This design comes from an exercise in tuning for small area on the open sky130 flow, not from production work. No functional check of the RTL was part of this run. Power is estimated from default activity; no workload was simulated.

### flow/config.mk
export PLATFORM = sky130hd
export DESIGN_NAME = bbtx_pt
export DESIGN_NICKNAME = bbtx_pt
export VERILOG_FILES = /design/flow/design.v
export SDC_FILE = /design/flow/constraint.sdc
export NUM_CORES = 4
export LEC_CHECK = 0
export CAP_MARGIN = 20
export CORE_MARGIN = 2
export CORE_UTILIZATION = 40
export SLEW_MARGIN = 20
### flow/constraint.sdc
create_clock -name core_clock -period 8.0 [get_ports {clk}]
set_input_delay 1.6000 -clock core_clock [delete_from_list [all_inputs] [get_ports {clk}]]
set_output_delay 1.6000 -clock core_clock [all_outputs]
set_load 0.01 [all_outputs]
### flow/design.v
module bbtx_pt #(
    parameter integer BIT_CYCLES  = 416,      
    parameter integer TRIG_CYCLES = 40,       
    parameter integer PRESCALE    = 4,        
    parameter integer RISE_BUDGET = 40000,    
    parameter integer FALL_BUDGET = 160000    
) (
    input  wire        clk,
    input  wire        rst,
    input  wire        cmd_valid,
    input  wire [15:0] cmd,
    input  wire        echo_pin,
    output reg         tx_out,
    output reg         trig_out,
    output wire        cmd_ready,
    output wire [15:0] STATUS,
    output reg  [31:0] DUR
);
    localparam integer CW = 8;
    localparam [1:0] PH_IDLE = 2'd0;
    localparam [1:0] PH_RISE = 2'd1;
    localparam [1:0] PH_FALL = 2'd2;
    localparam [1:0] ST_NONE = 2'd0;
    localparam [1:0] ST_RUN  = 2'd1;
    localparam [1:0] ST_OK   = 2'd2;
    localparam [1:0] ST_TMO  = 2'd3;
    reg        tx_act;
    reg [3:0]  tx_idx;
    reg [15:0] tx_cnt;
    reg [7:0]  tx_data;
    reg [15:0] trg_cnt;
    reg [1:0]  pt_phase;
    reg [1:0]  pt_stat;
    reg [31:0] ta;
    reg [31:0] tb;
    reg [CW-1:0] cnt;
    reg [15:0] psc;
    reg        tov;
    reg [31-CW:0] ovf;
    reg        err;
    reg [1:0]  sync;
    wire [3:0] op  = cmd[15:12];
    wire [3:0] rsv = cmd[11:8];
    wire [7:0] imm = cmd[7:0];
    wire is_nop  = (op == 4'h0) && (rsv == 4'h0) && (imm == 8'h00);
    wire is_txb  = (op == 4'h1) && (rsv == 4'h0);
    wire is_trig = (op == 4'h2) && (rsv == 4'h0) && (imm == 8'h00);
    wire is_meas = (op == 4'h3) && (rsv == 4'h0) && (imm == 8'h00);
    wire is_ill  = !(is_nop || is_txb || is_trig || is_meas);
    wire echo_s  = sync[1];
    wire busy    = tx_act || trig_out || (pt_phase != PH_IDLE);
    wire tx_last = tx_act && (tx_idx == 4'd9) && (tx_cnt == BIT_CYCLES - 1);
    wire txb_rdy = !busy || tx_last;
    wire ready = is_txb ? txb_rdy :
                 (is_trig || is_meas) ? !busy :
                 1'b1;                                
    assign cmd_ready = !rst && ready;
    wire   acc       = cmd_valid && cmd_ready;
    assign STATUS = {9'd0, txb_rdy, err, pt_stat, trig_out, tx_act, busy};
    wire next_level = (tx_idx == 4'd8) ? 1'b1 : tx_data[tx_idx[2:0]];
    wire          tick     = (psc == PRESCALE - 1);
    wire [15:0]   psc_nxt  = tick ? 16'd0 : psc + 16'd1;
    wire [CW-1:0] cnt_nxt  = tick ? cnt + 1'b1 : cnt;
    wire          wrap     = tick && (cnt == {CW{1'b1}});
    wire [31-CW:0] ovf_nxt = ovf + tov;
    wire [31-CW:0] ovf_tot = ovf_nxt + wrap;       
    wire [31:0]   dur_calc = {ovf_tot, cnt_nxt};   
    always @(posedge clk) begin
        if (rst) begin
            tx_out   <= 1'b1;
            tx_act   <= 1'b0;
            tx_idx   <= 4'd0;
            tx_cnt   <= 16'd0;
            tx_data  <= 8'h00;
            trig_out <= 1'b0;
            trg_cnt  <= 16'd0;
            pt_phase <= PH_IDLE;
            pt_stat  <= ST_NONE;
            ta       <= 32'd0;
            tb       <= 32'd0;
            cnt      <= {CW{1'b0}};
            psc      <= 16'd0;
            tov      <= 1'b0;
            ovf      <= {(32-CW){1'b0}};
            DUR      <= 32'd0;
            err      <= 1'b0;
            sync     <= 2'b00;
        end else begin
            if (tx_act) begin
                if (tx_cnt == BIT_CYCLES - 1) begin
                    if (tx_idx == 4'd9) begin
                        tx_act <= 1'b0;
                        tx_idx <= 4'd0;
                        tx_cnt <= 16'd0;
                        tx_out <= 1'b1;
                    end else begin
                        tx_idx <= tx_idx + 4'd1;
                        tx_cnt <= 16'd0;
                        tx_out <= next_level;
                    end
                end else begin
                    tx_cnt <= tx_cnt + 16'd1;
                end
            end
            if (trig_out) begin
                if (trg_cnt == 16'd0) trig_out <= 1'b0;
                else                  trg_cnt  <= trg_cnt - 16'd1;
            end
            case (pt_phase)
                PH_RISE: begin
                    if (echo_s) begin
                        pt_phase <= PH_FALL;
                        cnt      <= {CW{1'b0}};
                        psc      <= 16'd0;
                        tov      <= 1'b0;
                        ovf      <= {(32-CW){1'b0}};
                        tb       <= FALL_BUDGET;
                    end else if (ta == 32'd1) begin
                        ta       <= 32'd0;
                        pt_phase <= PH_IDLE;
                        pt_stat  <= ST_TMO;
                        DUR      <= 32'd0;
                    end else begin
                        ta <= ta - 32'd1;
                    end
                end
                PH_FALL: begin
                    psc <= psc_nxt;
                    cnt <= cnt_nxt;
                    ovf <= ovf_nxt;
                    tov <= wrap;
                    if (!echo_s) begin
                        DUR      <= dur_calc;
                        pt_phase <= PH_IDLE;
                        pt_stat  <= ST_OK;
                    end else if (tb == 32'd1) begin
                        tb       <= 32'd0;
                        pt_phase <= PH_IDLE;
                        pt_stat  <= ST_TMO;
                        DUR      <= 32'd0;
                    end else begin
                        tb <= tb - 32'd1;
                    end
                end
                default: ;
            endcase
            if (acc) begin
                if (is_txb) begin
                    tx_data <= imm;
                    tx_act  <= 1'b1;
                    tx_idx  <= 4'd0;
                    tx_cnt  <= 16'd0;
                    tx_out  <= 1'b0;
                end
                if (is_trig) begin
                    trig_out <= 1'b1;
                    trg_cnt  <= TRIG_CYCLES - 1;
                end
                if (is_meas) begin
                    pt_phase <= PH_RISE;
                    pt_stat  <= ST_RUN;
                    ta       <= RISE_BUDGET;
                    DUR      <= 32'd0;
                    ovf      <= {(32-CW){1'b0}};
                end
                if (is_ill) err <= 1'b1;
            end
            sync <= {sync[0], echo_pin};
        end
    end
endmodule
### flow/run.sh
#!/bin/bash
# synth_recipe.tcl (not shown) runs the flow's synth.tcl, then flattens the netlist and writes it again
# the make line also repeats each setting of config.mk as NAME=value (left out here)
make -C /OpenROAD-flow-scripts/flow DESIGN_CONFIG=/design/flow/config.mk WORK_HOME=/design/flow/orfs CLKGATE_MAP_FILE= SYNTH_SCRIPT=/design/flow/synth_recipe.tcl finish
==> key figures <==
Routing
  – DRT Pass-1 Iters: 4
  – Top Layer Used: met4
  – Met2 wire length: 10.6 mm
  – Via count: 8362
  – Post-DRT Antenna Nets: 0
  – DR WL/cell: 14.3 um
  – Drt via density: 5.31
  – Drt drc: 0
  – Drt total wl: 22.5 mm
  – Iter 0 DRT Violations: 500
  – Metal3 WL: 681 um
  – DRT met1 WL: 11.0 mm

Timing
  – Final setup margin: 2.54 ns
  – Final Hold Slack: 0.474 ns
  – Unrepaired setup endpoints after global routing: no
  – Worst slew margin: 0.340
  – Slew Viols, Final: 0
  – Final setup fails: 0
  – Min cycle time layout: 5.46 ns
  – Final Skew: 0.0121 ns
  – Final hold vios: 0
  – Crit share post-route: 0.683
  – Setup Total Neg Slack: 0 ns
  – Max Fclk: 183 MHz
  – Worst Max-Slew Pin Slew: 0.989 ns

Die
  – Die W: 162 um
  – Die ar.: 26200 um2
  – I/O pin cnt: 71
  – Placement Rows: 57
  – Die height: 162 um
  – Initial Utilization: 0.409
  – Core Region: 24400 um2

Placed design
  – GPL Wtd Cong: 0.800
  – Place WS: 2.53 ns
  – Dpl cells: 1543
  – Dpl cell area: 10700 um2
  – DP HPWL: 15.5 mm
  – Port Buffers: 61

Power
  – Switch share: 0.232
  – Clock share of power: 0.466
  – P_leak: 4.03 nW
  – Max VDD drop: 0.104 mV
  – Cell Int Power: 1.48 mW
  – Switching power: 0.446 mW
  – Power per cell area: 170 nW/um2
  – Flop pwr share: 0.515
  – Final Total Pwr: 1.93 mW
  – Comb pwr share: 0.019

Critical path
  – CP Data Arrival Time: 3.86 ns
  – Crit-path max FO: 3
  – Worst EP required: 6.40 ns
  – Critical path type: in2out
  – Worst reg-to-reg setup slack: 3.69 ns
  – Crit end category: output port
  – Worst setup SP type: primary input

Yosys
  – Proportion of netlist area held by the largest area contributor: 0.399
  – Gate Count Post-Synth: 1223
  – Largest family of logic cells by synthesized area: simple AND/OR/NAND/NOR gates
  – Synth unique cells: 67
  – Yosys top cell by area: dfxtp_1
  – Register area share after synthesis: 0.399
  – Mux contribution to synthesized area: 0.0187
  – Leading post-synthesis cells by cell area: dfxtp_1 (40%), nor2_1 (8.2%), xnor2_1 (6.8%)
  – Synthesized area per cell: 8.16 um2
  – Ys flop type: dfxtp_1
  – Post-synth EDFFs: 0
  – Simple-gate area share of the yosys netlist: 0.276
  – Flop and latch count out of synthesis: 199
  – Synth Area in XOR/XNOR: 0.109
  – Post-synthesis compound-gate area fraction: 0.128
  – Cell Area, Synth: 9970 um2
  – Adder-cell share of the synthesized area: 0.0201
  – Synth warn: 1
  – Ys async rst share: 0

CTS
  – Post-CTS setup buffers: 0
  – CTS tree: yes
  – Clk pin slew, worst setup/hold paths: 0.07 ns
  – Resized cells post-CTS: 0
  – Clock root cell: clkbuf_16
  – Num CTS Buffers: 17
  – Clock latency (worst-skew pair): 0.44 ns
  – Clock Sinks: 199
  – CTS H-tree lvls: 4
  – Cts hold-fix bufs: 0
  – Max clock buf depth: 2

Layout
  – Most frequent cells in the layout: nor2_1 (219), dfxtp_1 (199), a21oi_1 (77), xnor2_1 (77), nand2_1 (75)
  – Final core occ: 0.463
  – Final instance area: 11300 um2
  – # fillers: 2427
  – Area Overhead vs Synth: 13.3%
  – Most common cell after layout, fill and taps aside: nor2_1
  – Nets: 1274
  – Antenna diodes: 0
  – Post-route insts no fill: 1575
  – Share of cells above drive strength 1: 0.0480

GRT
  – Initial antenna violation count: 0
  – Largest net degree at the start of global routing: 65
  – First-pass GRT wire length: 38.3 mm
  – All-Layer GR Usage: 0.175
  – Vias in the first global route: 7951
  – Global-route congestion overflow total: 0

Min path
  – Worst hold path type: reg2reg

Job
  – Max-cap violations: 0

Run status
  – Status: complete, no violations
[worst paths after layout]
| kind | cells after the start | to | start |
|---|---|---|---|
| worst min-delay path | 2 | trg_cnt[6] | trg_cnt[6] |
| worst min register to register | 2 | trg_cnt[6] | trg_cnt[6] |
| worst max register to register | 15 | DUR[31] | psc[0] |
| worst max-delay path | 7 | cmd_ready | cmd[0] |
[cells in the mapped netlist (4+ instances only)]
master	count
nor2_1	219
dfxtp_1	199
a21oi_1	77
xnor2_1	77
nand2_1	75
xor2_1	47
clkbuf_1	45
o21ai_0	43
nand3_1	42
nor3_1	40
a22oi_1	39
nor4_1	36
or3_1	28
inv_1	25
buf_2	17
buf_4	17
nand4_1	17
ha_1	16
or4_1	15
and3_1	13
mux2i_1	13
nor2b_1	10
nand3b_1	8
and4_1	7
nand4b_1	7
nor4b_1	7
a211oi_1	6
and2_1	6
a21o_1	5
a22o_1	5
nand2b_1	5
or2_2	5
a31oi_1	4
o211ai_1	4
o31ai_1	4
[routing by layer]
layer / track usage / vias to the layer above
met5: 0 / -
met4: 0.0483 / 0
met3: 0.0319 / 19
met2: 0.300 / 124
met1: 0.227 / 3910
li1: - / 4309
[final cells by class]
class | instances | area, um2 | area share
Clock buffer | 17 | 425 | 0.0377
Clock inverter | 15 | 180 | 0.0159
Inverter | 25 | 93.8 | 0.00831
Multi-Input combinational cell | 926 | 5540 | 0.491
Sequential cell | 199 | 3980 | 0.353
Tap cell | 324 | 405 | 0.0359
Timing Repair Buffer | 69 | 666 | 0.0589
[power by group through the flow]
stage               Clock [mW]  Combinational, mW  Sequential (mW)
finish                   0.897             0.0368            0.992
global placement             0             0.0372             1.01
CTS                      0.922             0.0374            0.992
detailed placement           0             0.0373             1.01
global route             0.965             0.0402            0.992
floorplan                    0             0.0251             1.01
[worst max-delay path, cell delays in order]
cell             delay [ns]
clkdlybuf4s50_1        0.49
nor4_1                 0.63
nand4_1                0.19
or2_1                  0.28
o21ai_0                0.08
a21oi_1                0.08
clkdlybuf4s50_1        0.51
[logic make-up (layout without fill, tap and decap cells)]
| group | Yosys count | after routing |
|---|---|---|
| AOI/OAI and AO/OA | 207 | 207 |
| and+or+nand+nor | 554 | 554 |
| adders and majority gates | 16 | 16 |
| buffers and inverters | 106 | 126 |
| DFF | 199 | 199 |
| xor gates and xnor gates | 124 | 124 |
| muxes | 16 | 16 |
| other | 1 | 9 |
[flip-flops by register name (all words and copies together) (netlist names), 2 cells and up]
| signal | flops |
|---|---|
| tb | 32 |
| DUR | 32 |
| cnt | 8 |
| pt_stat | 2 |
| tx_data | 8 |
| sync | 2 |
| pt_phase | 2 |
| ovf | 24 |
| tx_cnt | 16 |
| psc | 16 |
| trg_cnt | 16 |
| tx_idx | 4 |
| ta | 32 |

==> separate check: timing with driven ports <==
Ports are ideal in the flow. The routed layout listed here was re-timed in OpenROAD. Step 1 (the two cells are an assumption about what drives the block):
set clk [get_ports {clk}]
set_driving_cell -lib_cell sky130_fd_sc_hd__clkbuf_16 $clk
set_driving_cell -lib_cell sky130_fd_sc_hd__buf_2 [delete_from_list [all_inputs] $clk]
Step 2 also shifts input and output timing later by t, the mid clock arrival at the registers, as if the neighbouring blocks saw the same clock. Three values: no drivers, after step 1, after step 2; two values: the first two.
t, ns: 0.479
setup slack, ns: 2.539 / 2.513 / 2.513
hold WS [ns]: 0.474 / 0.474 / 0.474
worst setup path after step 2: input to output
worst register clock-pin slew, ns: 0.08 / 0.08
After both steps this run still meets setup and hold. For this run, drivers alone change the setup slack by -0.026 ns; drivers and shift together by -0.026 ns.
